Context: an optimization exercise on an open-source flow, tuned for small area, a short achievable clock period and few clock cycles per item. The choices shown serve that exercise and are no tape-out recipe.
Function was checked by simulation only, so behaviour that the tests miss may differ from the original.

`flow/flow/run.sh`:
```
#!/bin/bash
# The standard layout (standard.sh), with every input and output port
# buffered by a plain buf_1 cell instead of the buffer_ports default.
set -euo pipefail
export BUFFER_PORTS_ARGS="-buffer_cell sky130_fd_sc_hd__buf_1"
bash standard.sh > standard.log 2>&1
```
`flow/standard.sh`:
```
#!/bin/bash
# synth_recipe.tcl (not shown) runs the flow's synth.tcl, then flattens the netlist and writes it again
# the make line also repeats each setting of config.mk as NAME=value (left out here)
make -C /OpenROAD-flow-scripts/flow DESIGN_CONFIG=/design/flow/config.mk WORK_HOME=/design/flow/orfs CLKGATE_MAP_FILE= SYNTH_SCRIPT=/design/flow/synth_recipe.tcl "${@:-finish}"
```
`flow/config.mk`:
```
export PLATFORM = sky130hd
export DESIGN_NAME = nbhd_filter
export DESIGN_NICKNAME = nbhd_filter
export VERILOG_FILES = /design/flow/design.v
export SDC_FILE = /design/flow/constraint.sdc
export NUM_CORES = 4
export LEC_CHECK = 0
export ABC_AREA = 1
export CAP_MARGIN = 20
export CORE_MARGIN = 2
export CORE_UTILIZATION = 68
export SLEW_MARGIN = 20
```
`flow/constraint.sdc`:
```
create_clock -name core_clock -period 35.0 [get_ports {clk}]
set_input_delay 7.0000 -clock core_clock [delete_from_list [all_inputs] [get_ports {clk}]]
set_output_delay 7.0000 -clock core_clock [all_outputs]
set_load 0.01 [all_outputs]
```
`flow/design.v`:
```
module nbhd_sharpen (
    input  wire [71:0] win,
    output wire [7:0]  pix
);
    wire [7:0] n1 = win[15:8], n3 = win[31:24], n4 = win[39:32];
    wire [7:0] n5 = win[47:40], n7 = win[63:56];
    wire sh_0 = n1[2] ^ n3[2];
    wire sh_1 = ~(n1[2] | n3[2]);
    wire sh_2 = n1[3] ^ n3[3];
    wire sh_3 = ~(n1[3] | n3[3]);
    wire sh_4 = n1[4] ^ n3[4];
    wire sh_5 = ~(n1[4] | n3[4]);
    wire sh_6 = n1[5] ^ n3[5];
    wire sh_7 = ~(n1[5] | n3[5]);
    wire sh_8 = n1[6] ^ n3[6];
    wire sh_9 = ~(n1[6] | n3[6]);
    wire sh_10 = n1[7] ^ n3[7];
    wire sh_11 = ~(n1[7] | n3[7]);
    wire sh_12 = n1[0] ^ n3[0];
    wire sh_13 = ~(n1[0] | n3[0]);
    wire sh_14 = n1[1] ^ n3[1] ^ n5[1];
    wire sh_15 = (n1[1] & n3[1]) | (n5[1] & (n1[1] ^ n3[1]));
    wire sh_16 = n4[0] ^ n4[1] ^ sh_0;
    wire sh_17 = (n4[0] & n4[1]) | (sh_0 & (n4[0] ^ n4[1]));
    wire sh_18 = n5[2] ^ n7[2];
    wire sh_19 = ~(n5[2] | n7[2]);
    wire sh_20 = n4[1] ^ n4[2] ^ sh_2;
    wire sh_21 = (n4[1] & n4[2]) | (sh_2 & (n4[1] ^ n4[2]));
    wire sh_22 = n5[3] ^ n7[3] ^ (~sh_1);
    wire sh_23 = (n5[3] & n7[3]) | ((~sh_1) & (n5[3] ^ n7[3]));
    wire sh_24 = n4[2] ^ n4[3] ^ sh_4;
    wire sh_25 = (n4[2] & n4[3]) | (sh_4 & (n4[2] ^ n4[3]));
    wire sh_26 = n5[4] ^ n7[4] ^ (~sh_3);
    wire sh_27 = (n5[4] & n7[4]) | ((~sh_3) & (n5[4] ^ n7[4]));
    wire sh_28 = n4[3] ^ n4[4] ^ sh_6;
    wire sh_29 = (n4[3] & n4[4]) | (sh_6 & (n4[3] ^ n4[4]));
    wire sh_30 = n5[5] ^ n7[5] ^ (~sh_5);
    wire sh_31 = (n5[5] & n7[5]) | ((~sh_5) & (n5[5] ^ n7[5]));
    wire sh_32 = n4[4] ^ n4[5] ^ sh_8;
    wire sh_33 = (n4[4] & n4[5]) | (sh_8 & (n4[4] ^ n4[5]));
    wire sh_34 = n5[6] ^ n7[6] ^ (~sh_7);
    wire sh_35 = (n5[6] & n7[6]) | ((~sh_7) & (n5[6] ^ n7[6]));
    wire sh_36 = n4[5] ^ n4[6] ^ sh_10;
    wire sh_37 = (n4[5] & n4[6]) | (sh_10 & (n4[5] ^ n4[6]));
    wire sh_38 = n5[7] ^ n7[7] ^ (~sh_9);
    wire sh_39 = (n5[7] & n7[7]) | ((~sh_9) & (n5[7] ^ n7[7]));
    wire sh_40 = n4[6] ^ n4[7];
    wire sh_41 = n4[6] & n4[7];
    wire sh_42 = n5[0] ^ n7[0];
    wire sh_43 = ~(n5[0] | n7[0]);
    wire sh_44 = n4[0] ^ sh_13 ^ (~n7[1]);
    wire sh_45 = (n4[0] & sh_13) | ((~n7[1]) & (n4[0] ^ sh_13));
    wire sh_46 = sh_16 ^ sh_18 ^ 1'b1;
    wire sh_47 = (sh_16 & sh_18) | (1'b1 & (sh_16 ^ sh_18));
    wire sh_48 = sh_20 ^ sh_17 ^ sh_19;
    wire sh_49 = (sh_20 & sh_17) | (sh_19 & (sh_20 ^ sh_17));
    wire sh_50 = sh_24 ^ sh_21 ^ (~sh_26);
    wire sh_51 = (sh_24 & sh_21) | ((~sh_26) & (sh_24 ^ sh_21));
    wire sh_52 = sh_28 ^ sh_25 ^ (~sh_30);
    wire sh_53 = (sh_28 & sh_25) | ((~sh_30) & (sh_28 ^ sh_25));
    wire sh_54 = sh_32 ^ sh_29 ^ (~sh_34);
    wire sh_55 = (sh_32 & sh_29) | ((~sh_34) & (sh_32 ^ sh_29));
    wire sh_56 = sh_36 ^ sh_33 ^ (~sh_38);
    wire sh_57 = (sh_36 & sh_33) | ((~sh_38) & (sh_36 ^ sh_33));
    wire sh_58 = sh_11 ^ sh_40 ^ sh_37;
    wire sh_59 = (sh_11 & sh_40) | (sh_37 & (sh_11 ^ sh_40));
    wire sh_60 = sh_12 ^ sh_42;
    wire sh_61 = sh_12 & sh_42;
    wire sh_62 = sh_44 ^ sh_43 ^ (~sh_14);
    wire sh_63 = (sh_44 & sh_43) | ((~sh_14) & (sh_44 ^ sh_43));
    wire sh_64 = sh_46 ^ sh_45 ^ (~sh_15);
    wire sh_65 = (sh_46 & sh_45) | ((~sh_15) & (sh_46 ^ sh_45));
    wire sh_66 = sh_48 ^ sh_47 ^ (~sh_22);
    wire sh_67 = (sh_48 & sh_47) | ((~sh_22) & (sh_48 ^ sh_47));
    wire sh_68 = sh_50 ^ sh_49 ^ (~sh_23);
    wire sh_69 = (sh_50 & sh_49) | ((~sh_23) & (sh_50 ^ sh_49));
    wire sh_70 = sh_52 ^ sh_51 ^ (~sh_27);
    wire sh_71 = (sh_52 & sh_51) | ((~sh_27) & (sh_52 ^ sh_51));
    wire sh_72 = sh_54 ^ sh_53 ^ (~sh_31);
    wire sh_73 = (sh_54 & sh_53) | ((~sh_31) & (sh_54 ^ sh_53));
    wire sh_74 = sh_56 ^ sh_55 ^ (~sh_35);
    wire sh_75 = (sh_56 & sh_55) | ((~sh_35) & (sh_56 ^ sh_55));
    wire sh_76 = sh_58 ^ sh_57 ^ (~sh_39);
    wire sh_77 = (sh_58 & sh_57) | ((~sh_39) & (sh_58 ^ sh_57));
    wire sh_78 = n4[7] ^ sh_41 ^ sh_59;
    wire sh_79 = (n4[7] & sh_41) | (sh_59 & (n4[7] ^ sh_41));
    wire [11:0] u = {1'b1, 1'b1, sh_78, sh_76, sh_74, sh_72, sh_70, sh_68, sh_66, sh_64, sh_62, 1'b1} + {1'b0, sh_79, sh_77, sh_75, sh_73, sh_71, sh_69, sh_67, sh_65, sh_63, sh_61, sh_60};
    wire le1   = u[11] | (u[10:1] == 10'd0);
    wire ge511 = ~u[11] & ((u[10:9] != 2'b00) | (u[8:0] == 9'h1ff));
    assign pix = le1 ? 8'd0 : ge511 ? 8'd255 : u[8:1];
endmodule
module nbhd_sobel_grad (
    input  wire [71:0] win,
    output wire [10:0] sx,
    output wire [10:0] sy
);
    wire [7:0] n0 = win[7:0],   n1 = win[15:8],  n2 = win[23:16];
    wire [7:0] n3 = win[31:24], n5 = win[47:40];
    wire [7:0] n6 = win[55:48], n7 = win[63:56], n8 = win[71:64];
    wire gx_0 = n2[2] ^ n5[1];
    wire gx_1 = n2[2] & n5[1];
    wire gx_2 = n2[3] ^ n5[2];
    wire gx_3 = n2[3] & n5[2];
    wire gx_4 = n2[4] ^ n5[3];
    wire gx_5 = n2[4] & n5[3];
    wire gx_6 = n2[5] ^ n5[4];
    wire gx_7 = n2[5] & n5[4];
    wire gx_8 = n2[6] ^ n5[5];
    wire gx_9 = n2[6] & n5[5];
    wire gx_10 = n2[7] ^ n5[6];
    wire gx_11 = n2[7] & n5[6];
    wire gx_12 = n2[1] ^ n5[0] ^ n8[1];
    wire gx_13 = (n2[1] & n5[0]) | (n8[1] & (n2[1] ^ n5[0]));
    wire gx_14 = n0[2] ^ n3[1] ^ n6[2];
    wire gx_15 = (n0[2] & n3[1]) | (n6[2] & (n0[2] ^ n3[1]));
    wire gx_16 = n8[2] ^ gx_0;
    wire gx_17 = n8[2] & gx_0;
    wire gx_18 = n8[3] ^ gx_2 ^ gx_1;
    wire gx_19 = (n8[3] & gx_2) | (gx_1 & (n8[3] ^ gx_2));
    wire gx_20 = n0[3] ^ n3[2] ^ n6[3];
    wire gx_21 = (n0[3] & n3[2]) | (n6[3] & (n0[3] ^ n3[2]));
    wire gx_22 = n8[4] ^ gx_4 ^ gx_3;
    wire gx_23 = (n8[4] & gx_4) | (gx_3 & (n8[4] ^ gx_4));
    wire gx_24 = n0[4] ^ n3[3] ^ n6[4];
    wire gx_25 = (n0[4] & n3[3]) | (n6[4] & (n0[4] ^ n3[3]));
    wire gx_26 = n8[5] ^ gx_6 ^ gx_5;
    wire gx_27 = (n8[5] & gx_6) | (gx_5 & (n8[5] ^ gx_6));
    wire gx_28 = n0[5] ^ n3[4] ^ n6[5];
    wire gx_29 = (n0[5] & n3[4]) | (n6[5] & (n0[5] ^ n3[4]));
    wire gx_30 = n8[6] ^ gx_8 ^ gx_7;
    wire gx_31 = (n8[6] & gx_8) | (gx_7 & (n8[6] ^ gx_8));
    wire gx_32 = n0[6] ^ n3[5] ^ n6[6];
    wire gx_33 = (n0[6] & n3[5]) | (n6[6] & (n0[6] ^ n3[5]));
    wire gx_34 = n8[7] ^ gx_10 ^ gx_9;
    wire gx_35 = (n8[7] & gx_10) | (gx_9 & (n8[7] ^ gx_10));
    wire gx_36 = n0[7] ^ n3[6] ^ n6[7];
    wire gx_37 = (n0[7] & n3[6]) | (n6[7] & (n0[7] ^ n3[6]));
    wire gx_38 = n5[7] ^ gx_11;
    wire gx_39 = n5[7] & gx_11;
    wire gx_40 = n2[0] ^ n8[0];
    wire gx_41 = n2[0] & n8[0];
    wire gx_42 = n0[1] ^ n3[0] ^ n6[1];
    wire gx_43 = (n0[1] & n3[0]) | (n6[1] & (n0[1] ^ n3[0]));
    wire gx_44 = gx_16 ^ gx_13 ^ 1'b1;
    wire gx_45 = (gx_16 & gx_13) | (1'b1 & (gx_16 ^ gx_13));
    wire gx_46 = gx_18 ^ gx_17 ^ (~gx_20);
    wire gx_47 = (gx_18 & gx_17) | ((~gx_20) & (gx_18 ^ gx_17));
    wire gx_48 = gx_22 ^ gx_19 ^ (~gx_24);
    wire gx_49 = (gx_22 & gx_19) | ((~gx_24) & (gx_22 ^ gx_19));
    wire gx_50 = gx_26 ^ gx_23 ^ (~gx_28);
    wire gx_51 = (gx_26 & gx_23) | ((~gx_28) & (gx_26 ^ gx_23));
    wire gx_52 = gx_30 ^ gx_27 ^ (~gx_32);
    wire gx_53 = (gx_30 & gx_27) | ((~gx_32) & (gx_30 ^ gx_27));
    wire gx_54 = gx_34 ^ gx_31 ^ (~gx_36);
    wire gx_55 = (gx_34 & gx_31) | ((~gx_36) & (gx_34 ^ gx_31));
    wire gx_56 = gx_38 ^ gx_35 ^ (~n3[7]);
    wire gx_57 = (gx_38 & gx_35) | ((~n3[7]) & (gx_38 ^ gx_35));
    wire gx_58 = n0[0] ^ n6[0];
    wire gx_59 = ~(n0[0] | n6[0]);
    wire gx_60 = gx_12 ^ gx_41 ^ (~gx_42);
    wire gx_61 = (gx_12 & gx_41) | ((~gx_42) & (gx_12 ^ gx_41));
    wire gx_62 = gx_14 ^ gx_43 ^ (~gx_44);
    wire gx_63 = (gx_14 & gx_43) | ((~gx_44) & (gx_14 ^ gx_43));
    wire gx_64 = gx_46 ^ gx_45 ^ (~gx_15);
    wire gx_65 = (gx_46 & gx_45) | ((~gx_15) & (gx_46 ^ gx_45));
    wire gx_66 = gx_48 ^ gx_47 ^ (~gx_21);
    wire gx_67 = (gx_48 & gx_47) | ((~gx_21) & (gx_48 ^ gx_47));
    wire gx_68 = gx_50 ^ gx_49 ^ (~gx_25);
    wire gx_69 = (gx_50 & gx_49) | ((~gx_25) & (gx_50 ^ gx_49));
    wire gx_70 = gx_52 ^ gx_51 ^ (~gx_29);
    wire gx_71 = (gx_52 & gx_51) | ((~gx_29) & (gx_52 ^ gx_51));
    wire gx_72 = gx_54 ^ gx_53 ^ (~gx_33);
    wire gx_73 = (gx_54 & gx_53) | ((~gx_33) & (gx_54 ^ gx_53));
    wire gx_74 = gx_56 ^ gx_55 ^ (~gx_37);
    wire gx_75 = (gx_56 & gx_55) | ((~gx_37) & (gx_56 ^ gx_55));
    wire gx_76 = gx_39 ^ gx_57;
    wire gx_77 = gx_39 & gx_57;
    wire [10:0] sx_w = {1'b1, gx_76, gx_74, gx_72, gx_70, gx_68, gx_66, gx_64, ~gx_62, gx_60, gx_40} + {gx_77, gx_75, gx_73, gx_71, gx_69, gx_67, gx_65, ~gx_63, gx_61, gx_59, gx_58};
    wire gy_0 = n6[2] ^ n7[1];
    wire gy_1 = n6[2] & n7[1];
    wire gy_2 = n6[3] ^ n7[2];
    wire gy_3 = n6[3] & n7[2];
    wire gy_4 = n6[4] ^ n7[3];
    wire gy_5 = n6[4] & n7[3];
    wire gy_6 = n6[5] ^ n7[4];
    wire gy_7 = n6[5] & n7[4];
    wire gy_8 = n6[6] ^ n7[5];
    wire gy_9 = n6[6] & n7[5];
    wire gy_10 = n6[7] ^ n7[6];
    wire gy_11 = n6[7] & n7[6];
    wire gy_12 = n6[1] ^ n7[0] ^ n8[1];
    wire gy_13 = (n6[1] & n7[0]) | (n8[1] & (n6[1] ^ n7[0]));
    wire gy_14 = n0[2] ^ n1[1] ^ n2[2];
    wire gy_15 = (n0[2] & n1[1]) | (n2[2] & (n0[2] ^ n1[1]));
    wire gy_16 = n8[2] ^ gy_0;
    wire gy_17 = n8[2] & gy_0;
    wire gy_18 = n8[3] ^ gy_2 ^ gy_1;
    wire gy_19 = (n8[3] & gy_2) | (gy_1 & (n8[3] ^ gy_2));
    wire gy_20 = n0[3] ^ n1[2] ^ n2[3];
    wire gy_21 = (n0[3] & n1[2]) | (n2[3] & (n0[3] ^ n1[2]));
    wire gy_22 = n8[4] ^ gy_4 ^ gy_3;
    wire gy_23 = (n8[4] & gy_4) | (gy_3 & (n8[4] ^ gy_4));
    wire gy_24 = n0[4] ^ n1[3] ^ n2[4];
    wire gy_25 = (n0[4] & n1[3]) | (n2[4] & (n0[4] ^ n1[3]));
    wire gy_26 = n8[5] ^ gy_6 ^ gy_5;
    wire gy_27 = (n8[5] & gy_6) | (gy_5 & (n8[5] ^ gy_6));
    wire gy_28 = n0[5] ^ n1[4] ^ n2[5];
    wire gy_29 = (n0[5] & n1[4]) | (n2[5] & (n0[5] ^ n1[4]));
    wire gy_30 = n8[6] ^ gy_8 ^ gy_7;
    wire gy_31 = (n8[6] & gy_8) | (gy_7 & (n8[6] ^ gy_8));
    wire gy_32 = n0[6] ^ n1[5] ^ n2[6];
    wire gy_33 = (n0[6] & n1[5]) | (n2[6] & (n0[6] ^ n1[5]));
    wire gy_34 = n8[7] ^ gy_10 ^ gy_9;
    wire gy_35 = (n8[7] & gy_10) | (gy_9 & (n8[7] ^ gy_10));
    wire gy_36 = n0[7] ^ n1[6] ^ n2[7];
    wire gy_37 = (n0[7] & n1[6]) | (n2[7] & (n0[7] ^ n1[6]));
    wire gy_38 = n7[7] ^ gy_11;
    wire gy_39 = n7[7] & gy_11;
    wire gy_40 = n6[0] ^ n8[0];
    wire gy_41 = n6[0] & n8[0];
    wire gy_42 = n0[1] ^ n1[0] ^ n2[1];
    wire gy_43 = (n0[1] & n1[0]) | (n2[1] & (n0[1] ^ n1[0]));
    wire gy_44 = gy_16 ^ gy_13 ^ 1'b1;
    wire gy_45 = (gy_16 & gy_13) | (1'b1 & (gy_16 ^ gy_13));
    wire gy_46 = gy_18 ^ gy_17 ^ (~gy_20);
    wire gy_47 = (gy_18 & gy_17) | ((~gy_20) & (gy_18 ^ gy_17));
    wire gy_48 = gy_22 ^ gy_19 ^ (~gy_24);
    wire gy_49 = (gy_22 & gy_19) | ((~gy_24) & (gy_22 ^ gy_19));
    wire gy_50 = gy_26 ^ gy_23 ^ (~gy_28);
    wire gy_51 = (gy_26 & gy_23) | ((~gy_28) & (gy_26 ^ gy_23));
    wire gy_52 = gy_30 ^ gy_27 ^ (~gy_32);
    wire gy_53 = (gy_30 & gy_27) | ((~gy_32) & (gy_30 ^ gy_27));
    wire gy_54 = gy_34 ^ gy_31 ^ (~gy_36);
    wire gy_55 = (gy_34 & gy_31) | ((~gy_36) & (gy_34 ^ gy_31));
    wire gy_56 = gy_38 ^ gy_35 ^ (~n1[7]);
    wire gy_57 = (gy_38 & gy_35) | ((~n1[7]) & (gy_38 ^ gy_35));
    wire gy_58 = n0[0] ^ n2[0];
    wire gy_59 = ~(n0[0] | n2[0]);
    wire gy_60 = gy_12 ^ gy_41 ^ (~gy_42);
    wire gy_61 = (gy_12 & gy_41) | ((~gy_42) & (gy_12 ^ gy_41));
    wire gy_62 = gy_14 ^ gy_43 ^ (~gy_44);
    wire gy_63 = (gy_14 & gy_43) | ((~gy_44) & (gy_14 ^ gy_43));
    wire gy_64 = gy_46 ^ gy_45 ^ (~gy_15);
    wire gy_65 = (gy_46 & gy_45) | ((~gy_15) & (gy_46 ^ gy_45));
    wire gy_66 = gy_48 ^ gy_47 ^ (~gy_21);
    wire gy_67 = (gy_48 & gy_47) | ((~gy_21) & (gy_48 ^ gy_47));
    wire gy_68 = gy_50 ^ gy_49 ^ (~gy_25);
    wire gy_69 = (gy_50 & gy_49) | ((~gy_25) & (gy_50 ^ gy_49));
    wire gy_70 = gy_52 ^ gy_51 ^ (~gy_29);
    wire gy_71 = (gy_52 & gy_51) | ((~gy_29) & (gy_52 ^ gy_51));
    wire gy_72 = gy_54 ^ gy_53 ^ (~gy_33);
    wire gy_73 = (gy_54 & gy_53) | ((~gy_33) & (gy_54 ^ gy_53));
    wire gy_74 = gy_56 ^ gy_55 ^ (~gy_37);
    wire gy_75 = (gy_56 & gy_55) | ((~gy_37) & (gy_56 ^ gy_55));
    wire gy_76 = gy_39 ^ gy_57;
    wire gy_77 = gy_39 & gy_57;
    wire [10:0] sy_w = {1'b1, gy_76, gy_74, gy_72, gy_70, gy_68, gy_66, gy_64, ~gy_62, gy_60, gy_40} + {gy_77, gy_75, gy_73, gy_71, gy_69, gy_67, gy_65, ~gy_63, gy_61, gy_59, gy_58};
    assign sx = sx_w;
    assign sy = sy_w;
endmodule
module nbhd_sobel_mag (
    input  wire [10:0] sx,
    input  wire [10:0] sy,
    output wire [7:0]  a,
    output wire        xs,
    output wire [7:0]  b,
    output wire        ys,
    output wire        big
);
    assign xs = sx[10];
    assign ys = sy[10];
    wire [10:0] cx = sx ^ {11{xs}};
    wire [10:0] cy = sy ^ {11{ys}};
    wire bigx = (cx[10:8] != 3'd0) | ((cx[7:1] == 7'h7f) & (cx[0] | xs));
    wire bigy = (cy[10:8] != 3'd0) | ((cy[7:1] == 7'h7f) & (cy[0] | ys));
    assign a = cx[7:0];
    assign b = cy[7:0];
    assign big = bigx | bigy;
endmodule
module nbhd_sobel_sq (
    input  wire [7:0]  a,
    input  wire        xs,
    input  wire [7:0]  b,
    input  wire        ys,
    input  wire        big,
    output wire [15:0] mc
);
    wire sq_0 = (a[0] & a[5]) ^ (a[1] & a[4]);
    wire sq_1 = (a[0] & a[5]) & (a[1] & a[4]);
    wire sq_2 = (a[0] & a[7]) ^ (a[1] & a[6]) ^ (a[2] & a[5]);
    wire sq_3 = ((a[0] & a[7]) & (a[1] & a[6])) | ((a[2] & a[5]) & ((a[0] & a[7]) ^ (a[1] & a[6])));
    wire sq_4 = (a[3] & a[4]) ^ a[4];
    wire sq_5 = (a[3] & a[4]) & a[4];
    wire sq_6 = (a[0] & a[3]) ^ (a[1] & a[2]) ^ a[2];
    wire sq_7 = ((a[0] & a[3]) & (a[1] & a[2])) | (a[2] & ((a[0] & a[3]) ^ (a[1] & a[2])));
    wire sq_8 = (a[0] & a[4]) ^ (a[1] & a[3]);
    wire sq_9 = (a[0] & a[4]) & (a[1] & a[3]);
    wire sq_10 = (a[2] & a[3]) ^ a[3] ^ (xs & a[5]);
    wire sq_11 = ((a[2] & a[3]) & a[3]) | ((xs & a[5]) & ((a[2] & a[3]) ^ a[3]));
    wire sq_12 = (b[0] & b[5]) ^ (b[1] & b[4]) ^ (b[2] & b[3]);
    wire sq_13 = ((b[0] & b[5]) & (b[1] & b[4])) | ((b[2] & b[3]) & ((b[0] & b[5]) ^ (b[1] & b[4])));
    wire sq_14 = (a[0] & a[6]) ^ (a[1] & a[5]) ^ (a[2] & a[4]);
    wire sq_15 = ((a[0] & a[6]) & (a[1] & a[5])) | ((a[2] & a[4]) & ((a[0] & a[6]) ^ (a[1] & a[5])));
    wire sq_16 = (xs & a[6]) ^ (b[0] & b[6]) ^ (b[1] & b[5]);
    wire sq_17 = ((xs & a[6]) & (b[0] & b[6])) | ((b[1] & b[5]) & ((xs & a[6]) ^ (b[0] & b[6])));
    wire sq_18 = (b[2] & b[4]) ^ (ys & b[6]);
    wire sq_19 = (b[2] & b[4]) & (ys & b[6]);
    wire sq_20 = (xs & a[7]) ^ (b[0] & b[7]) ^ (b[1] & b[6]);
    wire sq_21 = ((xs & a[7]) & (b[0] & b[7])) | ((b[1] & b[6]) & ((xs & a[7]) ^ (b[0] & b[7])));
    wire sq_22 = (b[2] & b[5]) ^ (b[3] & b[4]) ^ b[4];
    wire sq_23 = ((b[2] & b[5]) & (b[3] & b[4])) | (b[4] & ((b[2] & b[5]) ^ (b[3] & b[4])));
    wire sq_24 = (ys & b[7]) ^ sq_2 ^ sq_4;
    wire sq_25 = ((ys & b[7]) & sq_2) | (sq_4 & ((ys & b[7]) ^ sq_2));
    wire sq_26 = (a[1] & a[7]) ^ (a[2] & a[6]) ^ (a[3] & a[5]);
    wire sq_27 = ((a[1] & a[7]) & (a[2] & a[6])) | ((a[3] & a[5]) & ((a[1] & a[7]) ^ (a[2] & a[6])));
    wire sq_28 = (b[1] & b[7]) ^ (b[2] & b[6]) ^ (b[3] & b[5]);
    wire sq_29 = ((b[1] & b[7]) & (b[2] & b[6])) | ((b[3] & b[5]) & ((b[1] & b[7]) ^ (b[2] & b[6])));
    wire sq_30 = sq_3 ^ sq_5;
    wire sq_31 = sq_3 & sq_5;
    wire sq_32 = (a[2] & a[7]) ^ (a[3] & a[6]) ^ (a[4] & a[5]);
    wire sq_33 = ((a[2] & a[7]) & (a[3] & a[6])) | ((a[4] & a[5]) & ((a[2] & a[7]) ^ (a[3] & a[6])));
    wire sq_34 = a[5] ^ (b[2] & b[7]) ^ (b[3] & b[6]);
    wire sq_35 = (a[5] & (b[2] & b[7])) | ((b[3] & b[6]) & (a[5] ^ (b[2] & b[7])));
    wire sq_36 = (b[4] & b[5]) ^ b[5];
    wire sq_37 = (b[4] & b[5]) & b[5];
    wire sq_38 = (a[3] & a[7]) ^ (a[4] & a[6]);
    wire sq_39 = (a[3] & a[7]) & (a[4] & a[6]);
    wire sq_40 = (a[4] & a[7]) ^ (a[5] & a[6]);
    wire sq_41 = (a[4] & a[7]) & (a[5] & a[6]);
    wire sq_42 = (a[0] & a[1]) ^ a[1] ^ (xs & a[1]);
    wire sq_43 = ((a[0] & a[1]) & a[1]) | ((xs & a[1]) & ((a[0] & a[1]) ^ a[1]));
    wire sq_44 = (a[0] & a[2]) ^ (xs & a[2]);
    wire sq_45 = (a[0] & a[2]) & (xs & a[2]);
    wire sq_46 = (xs & a[3]) ^ (b[0] & b[3]) ^ (b[1] & b[2]);
    wire sq_47 = ((xs & a[3]) & (b[0] & b[3])) | ((b[1] & b[2]) & ((xs & a[3]) ^ (b[0] & b[3])));
    wire sq_48 = b[2] ^ (ys & b[3]);
    wire sq_49 = b[2] & (ys & b[3]);
    wire sq_50 = (xs & a[4]) ^ (b[0] & b[4]) ^ (b[1] & b[3]);
    wire sq_51 = ((xs & a[4]) & (b[0] & b[4])) | ((b[1] & b[3]) & ((xs & a[4]) ^ (b[0] & b[4])));
    wire sq_52 = (ys & b[4]) ^ sq_8 ^ sq_7;
    wire sq_53 = ((ys & b[4]) & sq_8) | (sq_7 & ((ys & b[4]) ^ sq_8));
    wire sq_54 = b[3] ^ (ys & b[5]) ^ sq_0;
    wire sq_55 = (b[3] & (ys & b[5])) | (sq_0 & (b[3] ^ (ys & b[5])));
    wire sq_56 = sq_10 ^ sq_12 ^ sq_9;
    wire sq_57 = (sq_10 & sq_12) | (sq_9 & (sq_10 ^ sq_12));
    wire sq_58 = sq_1 ^ sq_14 ^ sq_16;
    wire sq_59 = (sq_1 & sq_14) | (sq_16 & (sq_1 ^ sq_14));
    wire sq_60 = sq_18 ^ sq_11 ^ sq_13;
    wire sq_61 = (sq_18 & sq_11) | (sq_13 & (sq_18 ^ sq_11));
    wire sq_62 = sq_20 ^ sq_22 ^ sq_24;
    wire sq_63 = (sq_20 & sq_22) | (sq_24 & (sq_20 ^ sq_22));
    wire sq_64 = sq_15 ^ sq_17 ^ sq_19;
    wire sq_65 = (sq_15 & sq_17) | (sq_19 & (sq_15 ^ sq_17));
    wire sq_66 = sq_26 ^ sq_28 ^ sq_30;
    wire sq_67 = (sq_26 & sq_28) | (sq_30 & (sq_26 ^ sq_28));
    wire sq_68 = sq_21 ^ sq_23 ^ sq_25;
    wire sq_69 = (sq_21 & sq_23) | (sq_25 & (sq_21 ^ sq_23));
    wire sq_70 = sq_32 ^ sq_34 ^ sq_36;
    wire sq_71 = (sq_32 & sq_34) | (sq_36 & (sq_32 ^ sq_34));
    wire sq_72 = sq_27 ^ sq_29 ^ sq_31;
    wire sq_73 = (sq_27 & sq_29) | (sq_31 & (sq_27 ^ sq_29));
    wire sq_74 = (b[3] & b[7]) ^ (b[4] & b[6]) ^ sq_38;
    wire sq_75 = ((b[3] & b[7]) & (b[4] & b[6])) | (sq_38 & ((b[3] & b[7]) ^ (b[4] & b[6])));
    wire sq_76 = sq_33 ^ sq_35 ^ sq_37;
    wire sq_77 = (sq_33 & sq_35) | (sq_37 & (sq_33 ^ sq_35));
    wire sq_78 = a[6] ^ (b[4] & b[7]) ^ (b[5] & b[6]);
    wire sq_79 = (a[6] & (b[4] & b[7])) | ((b[5] & b[6]) & (a[6] ^ (b[4] & b[7])));
    wire sq_80 = b[6] ^ sq_40 ^ sq_39;
    wire sq_81 = (b[6] & sq_40) | (sq_39 & (b[6] ^ sq_40));
    wire sq_82 = (a[5] & a[7]) ^ (b[5] & b[7]);
    wire sq_83 = (a[5] & a[7]) & (b[5] & b[7]);
    wire sq_84 = (a[6] & a[7]) ^ a[7];
    wire sq_85 = (a[6] & a[7]) & a[7];
    wire sq_86 = a[0] ^ xs;
    wire sq_87 = a[0] & xs;
    wire sq_88 = (b[0] & b[1]) ^ b[1];
    wire sq_89 = (b[0] & b[1]) & b[1];
    wire sq_90 = (b[0] & b[2]) ^ (ys & b[2]) ^ sq_44;
    wire sq_91 = ((b[0] & b[2]) & (ys & b[2])) | (sq_44 & ((b[0] & b[2]) ^ (ys & b[2])));
    wire sq_92 = sq_6 ^ sq_46 ^ sq_48;
    wire sq_93 = (sq_6 & sq_46) | (sq_48 & (sq_6 ^ sq_46));
    wire sq_94 = sq_50 ^ sq_52 ^ sq_47;
    wire sq_95 = (sq_50 & sq_52) | (sq_47 & (sq_50 ^ sq_52));
    wire sq_96 = sq_54 ^ sq_56 ^ sq_51;
    wire sq_97 = (sq_54 & sq_56) | (sq_51 & (sq_54 ^ sq_56));
    wire sq_98 = sq_58 ^ sq_60 ^ sq_55;
    wire sq_99 = (sq_58 & sq_60) | (sq_55 & (sq_58 ^ sq_60));
    wire sq_100 = sq_62 ^ sq_64 ^ sq_59;
    wire sq_101 = (sq_62 & sq_64) | (sq_59 & (sq_62 ^ sq_64));
    wire sq_102 = sq_66 ^ sq_68 ^ sq_63;
    wire sq_103 = (sq_66 & sq_68) | (sq_63 & (sq_66 ^ sq_68));
    wire sq_104 = sq_70 ^ sq_72 ^ sq_67;
    wire sq_105 = (sq_70 & sq_72) | (sq_67 & (sq_70 ^ sq_72));
    wire sq_106 = sq_74 ^ sq_76 ^ sq_71;
    wire sq_107 = (sq_74 & sq_76) | (sq_71 & (sq_74 ^ sq_76));
    wire sq_108 = sq_78 ^ sq_80 ^ sq_75;
    wire sq_109 = (sq_78 & sq_80) | (sq_75 & (sq_78 ^ sq_80));
    wire sq_110 = sq_41 ^ sq_82 ^ sq_79;
    wire sq_111 = (sq_41 & sq_82) | (sq_79 & (sq_41 ^ sq_82));
    wire sq_112 = (b[6] & b[7]) ^ b[7] ^ sq_84;
    wire sq_113 = ((b[6] & b[7]) & b[7]) | (sq_84 & ((b[6] & b[7]) ^ b[7]));
    wire sq_114 = b[0] ^ ys;
    wire sq_115 = b[0] & ys;
    wire sq_116 = (xs & a[0]) ^ (ys & b[0]) ^ sq_87;
    wire sq_117 = ((xs & a[0]) & (ys & b[0])) | (sq_87 & ((xs & a[0]) ^ (ys & b[0])));
    wire sq_118 = (ys & b[1]) ^ sq_42 ^ sq_88;
    wire sq_119 = ((ys & b[1]) & sq_42) | (sq_88 & ((ys & b[1]) ^ sq_42));
    wire sq_120 = sq_43 ^ sq_90 ^ sq_89;
    wire sq_121 = (sq_43 & sq_90) | (sq_89 & (sq_43 ^ sq_90));
    wire sq_122 = sq_45 ^ sq_92 ^ sq_91;
    wire sq_123 = (sq_45 & sq_92) | (sq_91 & (sq_45 ^ sq_92));
    wire sq_124 = sq_49 ^ sq_94 ^ sq_93;
    wire sq_125 = (sq_49 & sq_94) | (sq_93 & (sq_49 ^ sq_94));
    wire sq_126 = sq_53 ^ sq_96 ^ sq_95;
    wire sq_127 = (sq_53 & sq_96) | (sq_95 & (sq_53 ^ sq_96));
    wire sq_128 = sq_57 ^ sq_98 ^ sq_97;
    wire sq_129 = (sq_57 & sq_98) | (sq_97 & (sq_57 ^ sq_98));
    wire sq_130 = sq_61 ^ sq_100 ^ sq_99;
    wire sq_131 = (sq_61 & sq_100) | (sq_99 & (sq_61 ^ sq_100));
    wire sq_132 = sq_65 ^ sq_102 ^ sq_101;
    wire sq_133 = (sq_65 & sq_102) | (sq_101 & (sq_65 ^ sq_102));
    wire sq_134 = sq_69 ^ sq_104 ^ sq_103;
    wire sq_135 = (sq_69 & sq_104) | (sq_103 & (sq_69 ^ sq_104));
    wire sq_136 = sq_73 ^ sq_106 ^ sq_105;
    wire sq_137 = (sq_73 & sq_106) | (sq_105 & (sq_73 ^ sq_106));
    wire sq_138 = sq_77 ^ sq_108 ^ sq_107;
    wire sq_139 = (sq_77 & sq_108) | (sq_107 & (sq_77 ^ sq_108));
    wire sq_140 = sq_81 ^ sq_110 ^ sq_109;
    wire sq_141 = (sq_81 & sq_110) | (sq_109 & (sq_81 ^ sq_110));
    wire sq_142 = sq_83 ^ sq_112 ^ sq_111;
    wire sq_143 = (sq_83 & sq_112) | (sq_111 & (sq_83 ^ sq_112));
    wire sq_144 = sq_85 ^ sq_113;
    wire sq_145 = sq_85 & sq_113;
    wire [16:0] m = {sq_145, sq_144, sq_142, sq_140, sq_138, sq_136, sq_134, sq_132, sq_130, sq_128, sq_126, sq_124, sq_122, sq_120, sq_118, sq_116, sq_86} + {1'b0, sq_143, sq_141, sq_139, sq_137, sq_135, sq_133, sq_131, sq_129, sq_127, sq_125, sq_123, sq_121, sq_119, sq_117, sq_115, sq_114};
    wire sat = big | m[16] | (m[15:0] >= 16'd65025);
    assign mc = sat ? 16'hfe00 : m[15:0];
endmodule
module nbhd_sqrt_a (
    input  wire [15:0] m,
    output wire [6:0] rem,
    output wire [5:0] root
);
    wire [17:0] x = {m, 2'b00};
    wire [2:0] ri0 = {1'b0, x[17:16]};
    wire [1:0] tr0 = 2'b01;
    wire [3:0] df0 = {1'b0, ri0} - {2'b0, tr0};
    wire ge0 = ~df0[3];
    wire [1:0] rm0 = ge0 ? df0[1:0] : ri0[1:0];
    wire [0:0] rt0 = ge0;
    wire [3:0] ri1 = {rm0, x[15:14]};
    wire [2:0] tr1 = {rt0, 2'b01};
    wire [4:0] df1 = {1'b0, ri1} - {2'b0, tr1};
    wire ge1 = ~df1[4];
    wire [2:0] rm1 = ge1 ? df1[2:0] : ri1[2:0];
    wire [1:0] rt1 = {rt0, ge1};
    wire [4:0] ri2 = {rm1, x[13:12]};
    wire [3:0] tr2 = {rt1, 2'b01};
    wire [5:0] df2 = {1'b0, ri2} - {2'b0, tr2};
    wire ge2 = ~df2[5];
    wire [3:0] rm2 = ge2 ? df2[3:0] : ri2[3:0];
    wire [2:0] rt2 = {rt1, ge2};
    wire [5:0] ri3 = {rm2, x[11:10]};
    wire [4:0] tr3 = {rt2, 2'b01};
    wire [6:0] df3 = {1'b0, ri3} - {2'b0, tr3};
    wire ge3 = ~df3[6];
    wire [4:0] rm3 = ge3 ? df3[4:0] : ri3[4:0];
    wire [3:0] rt3 = {rt2, ge3};
    wire [6:0] ri4 = {rm3, x[9:8]};
    wire [5:0] tr4 = {rt3, 2'b01};
    wire [7:0] df4 = {1'b0, ri4} - {2'b0, tr4};
    wire ge4 = ~df4[7];
    wire [5:0] rm4 = ge4 ? df4[5:0] : ri4[5:0];
    wire [4:0] rt4 = {rt3, ge4};
    wire [7:0] ri5 = {rm4, x[7:6]};
    wire [6:0] tr5 = {rt4, 2'b01};
    wire [8:0] df5 = {1'b0, ri5} - {2'b0, tr5};
    wire ge5 = ~df5[8];
    wire [6:0] rm5 = ge5 ? df5[6:0] : ri5[6:0];
    wire [5:0] rt5 = {rt4, ge5};
    assign rem = rm5;
    assign root = rt5;
endmodule
module nbhd_sqrt_b (
    input  wire [15:0] m,
    input  wire [6:0] rem,
    input  wire [5:0] root,
    output wire [7:0]  pix
);
    wire [17:0] x = {m, 2'b00};
    wire [6:0] rm5 = rem;
    wire [5:0] rt5 = root;
    wire [8:0] ri6 = {rm5, x[5:4]};
    wire [7:0] tr6 = {rt5, 2'b01};
    wire [9:0] df6 = {1'b0, ri6} - {2'b0, tr6};
    wire ge6 = ~df6[9];
    wire [7:0] rm6 = ge6 ? df6[7:0] : ri6[7:0];
    wire [6:0] rt6 = {rt5, ge6};
    wire [9:0] ri7 = {rm6, x[3:2]};
    wire [8:0] tr7 = {rt6, 2'b01};
    wire [10:0] df7 = {1'b0, ri7} - {2'b0, tr7};
    wire ge7 = ~df7[10];
    wire [8:0] rm7 = ge7 ? df7[8:0] : ri7[8:0];
    wire [7:0] rt7 = {rt6, ge7};
    wire [10:0] ri8 = {rm7, x[1:0]};
    wire [9:0] tr8 = {rt7, 2'b01};
    wire [11:0] df8 = {1'b0, ri8} - {2'b0, tr8};
    wire ge8 = ~df8[11];
    wire [8:0] rt8 = {rt7, ge8};
    assign pix = rt8[8:1] + {7'd0, rt8[0]};
endmodule
module nbhd_median (
    input  wire [71:0] win,
    output wire [7:0]  pix
);
    function lt8(input [7:0] a, input [7:0] b);
        reg c; integer i;
        begin
            c = 1'b0;
            for (i = 0; i < 8; i = i + 1) c = (~a[i] & b[i]) | (~a[i] & c) | (b[i] & c);
            lt8 = c;
        end
    endfunction
    function [23:0] sort3(input [7:0] a, input [7:0] b, input [7:0] c);
        reg ba, cb, ca;
        reg [7:0] lo, md, hi;
        begin
            ba = lt8(b, a); cb = lt8(c, b); ca = lt8(c, a);
            lo = (~ba & ~ca) ? a : (ba & ~cb) ? b : c;
            hi = (ba & ca) ? a : (~ba & cb) ? b : c;
            md = (ba ^ ca) ? a : (ba ^ ~cb) ? b : c;
            sort3 = {hi, md, lo};
        end
    endfunction
    wire [23:0] r0 = sort3(win[7:0],   win[15:8],  win[23:16]);
    wire [23:0] r1 = sort3(win[31:24], win[39:32], win[47:40]);
    wire [23:0] r2 = sort3(win[55:48], win[63:56], win[71:64]);
    wire [23:0] c0 = sort3(r0[7:0],   r1[7:0],   r2[7:0]);
    wire [23:0] c1 = sort3(r0[15:8],  r1[15:8],  r2[15:8]);
    wire [23:0] c2 = sort3(r0[23:16], r1[23:16], r2[23:16]);
    wire [23:0] f  = sort3(c0[23:16], c1[15:8], c2[7:0]);
    assign pix = f[15:8];
endmodule
module nbhd_filter (
    input  wire        clk,
    input  wire        rst,         
    input  wire        in_valid,
    output wire        in_ready,
    input  wire [1:0]  in_op,       
    input  wire [71:0] in_win,
    output wire        out_valid,
    output wire [7:0]  out_pix
);
    assign in_ready = 1'b1;
    reg        s1_valid;
    reg [1:0]  s1_op;
    reg [71:0] s1_win;
    always @(posedge clk) begin
        s1_valid <= in_valid & ~rst;
        s1_op    <= in_op;
        s1_win   <= in_win;
    end
    wire [7:0]  sharpen_pix, median_pix;
    wire [10:0] sx, sy;
    wire [7:0]  ga, gb;
    wire        gxs, gys, gbig;
    nbhd_sharpen    u_sharpen (.win(s1_win), .pix(sharpen_pix));
    nbhd_median     u_median  (.win(s1_win), .pix(median_pix));
    nbhd_sobel_grad u_grad    (.win(s1_win), .sx(sx), .sy(sy));
    nbhd_sobel_mag  u_mag     (.sx(sx), .sy(sy), .a(ga), .xs(gxs), .b(gb), .ys(gys), .big(gbig));
    wire       sobel = (s1_op == 2'd1);
    reg  [7:0] s1_a;
    always @* begin
        case (s1_op)
            2'd0:    s1_a = sharpen_pix;
            2'd1:    s1_a = ga;
            2'd2:    s1_a = median_pix;
            default: s1_a = s1_win[39:32];
        endcase
    end
    reg        s2_valid;
    reg [7:0]  s2_a, s2_b;
    reg        s2_xs, s2_ys, s2_big;
    always @(posedge clk) begin
        s2_valid <= s1_valid & ~rst;
        s2_a     <= s1_a;
        s2_b     <= gb & {8{sobel}};
        s2_xs    <= gxs & sobel;
        s2_ys    <= gys & sobel;
        s2_big   <= gbig & sobel;
    end
    wire [15:0] mc;
    nbhd_sobel_sq u_sq (.a(s2_a), .xs(s2_xs), .b(s2_b), .ys(s2_ys), .big(s2_big), .mc(mc));
    reg        s3_valid;
    reg [15:0] s3_m;
    always @(posedge clk) begin
        s3_valid <= s2_valid & ~rst;
        s3_m     <= mc;
    end
    wire [6:0] rem_a;
    wire [5:0] root_a;
    nbhd_sqrt_a u_sqa (.m(s3_m), .rem(rem_a), .root(root_a));
    reg        s4_valid;
    reg [15:0] s4_m;
    reg [6:0] s4_rem;
    reg [5:0] s4_root;
    always @(posedge clk) begin
        s4_valid <= s3_valid & ~rst;
        s4_m     <= s3_m;
        s4_rem   <= rem_a;
        s4_root  <= root_a;
    end
    wire [7:0] root_pix;
    nbhd_sqrt_b u_sqb (.m(s4_m), .rem(s4_rem), .root(s4_root), .pix(root_pix));
    reg       s5_valid;
    reg [7:0] s5_pix;
    always @(posedge clk) begin
        s5_valid <= s4_valid & ~rst;
        s5_pix   <= root_pix;
    end
    assign out_valid = s5_valid;
    assign out_pix   = s5_pix;
endmodule
```
==> impl_metrics.tcl, run 1 <==
set metrics [dict create \
    status "finished clean" \
    dp_hpwl_mm 41.87 \
    synth.avg_cell_area_um2 6.952 \
    fp.dieW_um 162.0 \
    post-route-util_pct 74.30 \
    clk_latency_ns 0.45 \
    via_count 16300 \
    drt_iter0_drc 1413 \
    slowest_stage "dfxtp_1" \
    path_buf_inv 1 \
    period_needed_ns 7.894 \
    cts_sinks 139 \
    worst_slew_pin_slew_ns 0.9549 \
    finalSetupViolations 0 \
    ios 87 \
    clk_pin_slew_ns 0.07 \
    report.final.slew_viol_count 0 \
    die_y_um 162.0 \
    hold_buffers 0 \
    post-route-period-util_pct 22.55 \
    slowest_delay_ns 0.31 \
    yosys-top-cells-area "dfxtp_1 (16%), fa_1 (16%), inv_1 (13%)" \
    grt_setup_unrepaired "false" \
    cp_top_family "flip-flops" \
    cp-start-kind "flop" \
    ys_warn_count 2 \
    dr.pass1.iters 6 \
    grt_max_degree 18 \
    synth-seq-cells 139 \
    synth_top_cell_by_area "dfxtp_1" \
    antenna_found_initial 0 \
    synth_cell_types 57 \
    finClkSkew_ns 0.01741 \
    cts_max_path_buffers 2 \
    yosysSeqAreaShare_pct 16.39 \
    syn_nets 2810 \
    crit_path_end_kind "output port" \
    grt_overflow 0 \
    synthesis.area_mm2 0.01698 \
    wl_per_cell_um 18.13 \
    mostFrequentLayoutCells "inv_1 (577), nand2_1 (489), ha_1 (153), a21oi_1 (140), dfxtp_1 (139)" \
    core_mm2 0.02439 \
    hold_path_class "flop to flop" \
    pre_cts_slack_ns 27.57 \
    setup_ws_ns 27.11 \
    synthArstFlopShare_pct 0 \
    n_antenna_cell 0 \
    fp-row-count 57 \
    start_util_pct 69.63 \
    max-slew-margin-rel_pct 35.66 \
    synth_edf_count 0 \
    area_delta_synth_final_pct 6.712 \
    crit_chain "buf_1" \
    path_class "flop to output port" \
    drc_errors 0 \
    cap_viol_max_count 0 \
    cts-buffers-inserted 17 \
    ys.flop_type "dfxtp_1" \
    wirelength_mm 51.59 \
    cts_resized 0 \
    syn_inst 2443 \
    vias_per_cell 5.729 \
    track_usage_pct 40.03 \
    root_buffer "clkbuf_16" \
    ant_nets 0 \
    critPathArrivalTime_ns 0.89 \
    mostFrequentLayoutCell "inv_1" \
    finalHoldViolCount 0 \
    grt_pass1_wl_mm 81.45 \
    place.gp.congestion 1.074 \
    fmax_mhz 126.7 \
    yosys.area.top_type_share_pct 16.39 \
    grt_pass1_vias 16430 \
    drive_gt1_share_pct 4.243 \
    io_buffers 85 \
    final.setup.tns_ns 0 \
    critPathRequiredTime_ns 28.00 \
    cts_tree "built" \
    post_cts_buffers 0 \
    cp_max_fo 1 \
    dieArea_mm2 0.02625 \
    cts_max_level 4 \
    nets 2876 \
]
cell type report:
type / count / area [um2]
multi-input cells: 1657 / 11710
fillers: 2018 / 6269
flip-flops and latches: 139 / 2783
inverters: 604 / 2267
clock buffers: 17 / 425.4
well taps: 324 / 405.4
repair buffers: 90 / 356.6
clock inverters: 15 / 178.9
worst register-to-register path, delay by kind of cell (launching register included):
kind | cells | cell delay (ns)
AOI/OAI and AO/OA | 20 | 3.27
buffers and inverters | 4 | 0.49
and+or+nand+nor | 17 | 1.97
DFF | 1 | 0.50
adders and majority gates | 3 | 1.26
synthesized netlist by cell type, types with 4 or more instances:
| master | n |
|---|---|
| inv_1 | 577 |
| nand2_1 | 489 |
| ha_1 | 153 |
| a21oi_1 | 140 |
| dfxtp_1 | 139 |
| fa_1 | 137 |
| o21ai_0 | 123 |
| nor2_1 | 113 |
| nand3_1 | 110 |
| xor2_1 | 66 |
| o22ai_1 | 40 |
| o211ai_1 | 37 |
| o21ai_1 | 35 |
| clkbuf_1 | 27 |
| and2_1 | 24 |
| nand2_2 | 24 |
| o21bai_1 | 23 |
| xnor2_1 | 22 |
| inv_2 | 16 |
| a21oi_2 | 13 |
| clkinv_1 | 11 |
| maj3_1 | 11 |
| nor3_1 | 11 |
| and2_0 | 8 |
| buf_6 | 8 |
| o21a_1 | 8 |
| a211oi_1 | 7 |
| nand4_1 | 7 |
| a21o_1 | 4 |
| nand3b_1 | 4 |
| nor4_1 | 4 |
path summary, 6_finish.rpt:
path                   start         end  slack, ns  cells past startpoint
setup / recovery   s5_pix[1]  out_pix[1]      27.11                      1
hold / removal       s3_m[2]     s4_m[2]       0.33                      0
setup reg to reg  s1_win[57]     s2_a[6]      27.41                     44
hold reg to reg      s3_m[2]     s4_m[2]       0.33                      0
logic make-up (layout without fill, tap and decap cells):
kind of cell    after synthesis  count (layout)  share of synthesized area, %
compound gates              456             456                         15.92
buf+inv                     647             726                         14.74
xor+xnor                     88              88                         4.538
flops                       139             139                         16.39
mux                           4               4                        0.2431
simple gates                807             807                         20.08
fa+ha+maj                   301             301                         28.07
other cells                   1               1                       0.02208
routing by layer:
layer	wire length [um]	track usage, %
met5	0	0
met2	25240	70.91
met3	3929	5.286
met4	3444	26.15
met1	18980	45.29
flip-flops by register name, summed over array words and instances, names as in the netlist:
name / cells
s4_rem: 7
s1_valid: 1
s4_root: 6
s2_xs: 1
s5_pix: 8
s3_m: 16
s1_op: 2
s4_valid: 1
s2_big: 1
s2_a: 8
s2_valid: 1
s3_valid: 1
s4_m: 4
s2_b: 8
s5_valid: 1
s1_win: 72
s2_ys: 1
through the flow:
step                      cells  area [um2]  hold slack (ns)
after floorplan            2443       16980           0.3096
after global placement     2814       17510           0.3126
after detailed placement   2814       17510           0.3132
after CTS                  2846       18110           0.3272
after global routing       2846       18120           0.3391
final                      2846       18120           0.3278
Testbench counts, summed over its fixed seeds: cycles 24,032, items 24,000.
==> run 2: changes to the inputs <==
--- a/flow/config.mk
+++ b/flow/config.mk
@@ -8,5 +8,5 @@
 export ABC_AREA = 1
 export CAP_MARGIN = 20
 export CORE_MARGIN = 2
-export CORE_UTILIZATION = 68
+export CORE_UTILIZATION = 60
 export SLEW_MARGIN = 20
==> impl_metrics.tcl, run 2 <==
set metrics [dict create \
    synthesis.area_mm2 0.01698 \
    fp-row-count 61 \
    post_cts_buffers 0 \
    drive_gt1_share_pct 4.167 \
    finalHoldViolCount 0 \
    path_class "flop to output port" \
    synth.avg_cell_area_um2 6.952 \
    wirelength_mm 49.07 \
    dieArea_mm2 0.02967 \
    die_y_um 172.2 \
    area_delta_synth_final_pct 6.683 \
    syn_nets 2810 \
    yosys.area.top_type_share_pct 16.39 \
    crit_chain "buf_1" \
    r2r_cells 44 \
    cts_max_path_buffers 2 \
    fill_cells 2513 \
    ant_nets 0 \
    n_antenna_cell 0 \
    cts_max_level 4 \
    yosys-top-cells-area "dfxtp_1 (16%), fa_1 (16%), inv_1 (13%)" \
    ys_warn_count 2 \
    drt_iter0_drc 1269 \
    path_buf_inv 1 \
    grt_overflow 0 \
    cap_viol_max_count 0 \
    drc_errors 0 \
    synth_top_cell_by_area "dfxtp_1" \
    post-route-period-util_pct 22.67 \
    track_usage_pct 34.35 \
    synth_cell_types 57 \
    slowest_stage "dfxtp_1" \
    slowest_delay_ns 0.33 \
    cts_resized 0 \
    worst-path-stages 1 \
    place.gp.congestion 1.047 \
    cts_sinks 139 \
    cp-start-kind "flop" \
    max-slew-margin-rel_pct 41.44 \
    startpoint "s5_valid" \
    place_inst 2866 \
    antenna_found_initial 1 \
    dr.pass1.iters 6 \
    critPathRequiredTime_ns 28.00 \
    worst_slew_pin_slew_ns 0.8562 \
    multi_input_area_mm2 0.01171 \
    synth.most_common_cell "inv_1" \
    synthArstFlopShare_pct 0 \
    crit_path_end_kind "output port" \
    report.final.slew_viol_count 0 \
    hold_path_class "flop to flop" \
    synth_edf_count 0 \
    finClkSkew_ns 0.01483 \
    mostFrequentLayoutCell "inv_1" \
    largest_register "s1_win" \
    vias_per_cell 5.469 \
    r2r_slack_ns 27.59 \
    fp.dieW_um 172.2 \
    core_mm2 0.02786 \
    ys.flop_type "dfxtp_1" \
    synth-seq-cells 139 \
    via_count 15850 \
    io_buffers 85 \
    cts-buffers-inserted 17 \
    clk_latency_ns 0.45 \
    final.setup.tns_ns 0 \
    grt_pass1_vias 14900 \
    mostFrequentLayoutCells "inv_1 (577), nand2_1 (489), ha_1 (153), a21oi_1 (140), dfxtp_1 (139)" \
    nets 2874 \
    yosysSeqAreaShare_pct 16.39 \
    cts_tree "built" \
    status "finished clean" \
    grt_pass1_wl_mm 77.41 \
    cp_top_family "flip-flops" \
    period_needed_ns 7.935 \
    final_cells 2898 \
    hold_buffers 0 \
    finalSetupViolations 0 \
    reg2reg_from "s1_win[9]" \
    dp_hpwl_mm 41.14 \
    top_regs "s1_win: 72 flops, s3_m: 16 flops" \
    grt_max_degree 18 \
    clk_pin_slew_ns 0.07 \
    seq_area_mm2 0.002783 \
    grt_setup_unrepaired "false" \
    start_util_pct 60.96 \
    largest_reg_flops 72 \
    wl_per_cell_um 16.93 \
    synth_common_cells "inv_1 (577), nand2_1 (489), ha_1 (153)" \
    syn_inst 2443 \
    root_buffer "clkbuf_16" \
    cp_max_fo 1 \
    fmax_mhz 126.0 \
    critPathArrivalTime_ns 0.93 \
    ios 87 \
    reg2reg_to "s2_a[6]" \
    crit_end "out_valid" \
]
run 2: cell counts after synthesis:
No cell type changed its count.
run 2: logic make-up after synthesis:
logic type | Yosys count | share of synthesized area (%)
compound gates | 456 | 15.92
xor+xnor | 88 | 4.538
fa+ha+maj | 301 | 28.07
buf+inv | 647 | 14.74
flops | 139 | 16.39
mux | 4 | 0.2431
other cells | 1 | 0.02208
simple gates | 807 | 20.08
run 2: per-stage QoR:
stage               utilization, %  area [um2]  hold slack [ns]  worst slack, ns
floorplan                        -       16980           0.3096            27.67
CTS                          64.98       18100           0.3321            27.05
finish                       65.03       18120           0.3283            27.07
detailed placement           63.04       17560           0.3200            27.54
global route                 65.03       18120           0.3344            26.97
global placement             63.04       17560           0.3142            27.57
run 2: layout make-up:
class                   count  area share (%)
repair buffers             88           1.885
clock inverters            14          0.6146
flip-flops and latches    139           15.36
clock buffers              18           2.369
inverters                 604           12.51
well taps                 378           2.610
multi-input cells        1657           64.65
run 2: worst min-delay path by stage:
stage | startpoint | end | slack (ns) | depth (start not counted)
after global placement | s3_m[2] | s4_m[2] | 0.31 | 0
after global routing | s3_m[3] | s4_m[3] | 0.33 | 0
final | s3_m[2] | s4_m[2] | 0.33 | 0
after floorplan | s3_m[0] | s4_m[0] | 0.31 | 0
after CTS | s3_m[2] | s4_m[2] | 0.33 | 0
after detailed placement | s3_m[2] | s4_m[2] | 0.32 | 0
run 2: metal layers:
layer	GRT usage (%)	routed length [um]	vias to the layer above
li1	-	-	7755
met4	15.24	2219	2
met1	43.02	20520	7396
met2	59.12	23290	570
met5	0	12	-
met3	4.646	3030	126

[port drivers added, routing unchanged]
In the flow no input, the clock included, has a driving cell. The finished layouts below were timed again as built, in two steps.
Step 1 assumes that a clkbuf_16 drives the clock port and a buf_2 every other input.
Step 2 adds t to the input delays and takes it off the output delays; t is the mean of the earliest and latest rising clock arrival at the registers after step 1. Input paths then give back, and output paths get back, about the clock's delay inside the block.
Three values: ideal ports, drivers, drivers and shift; two values: the first two.
| run | t (ns) | setup slack, ns | worst setup path at the end | worst data-port slew with drivers (ns) |
|---|---|---|---|---|
| run 1 | 0.490 | 27.106 / 27.053 / 27.412 | register to register | 0.03 |
| run 2 | 0.500 | 27.065 / 27.010 / 27.510 | register to output | 0.04 |
After both steps every run listed still meets setup and hold.
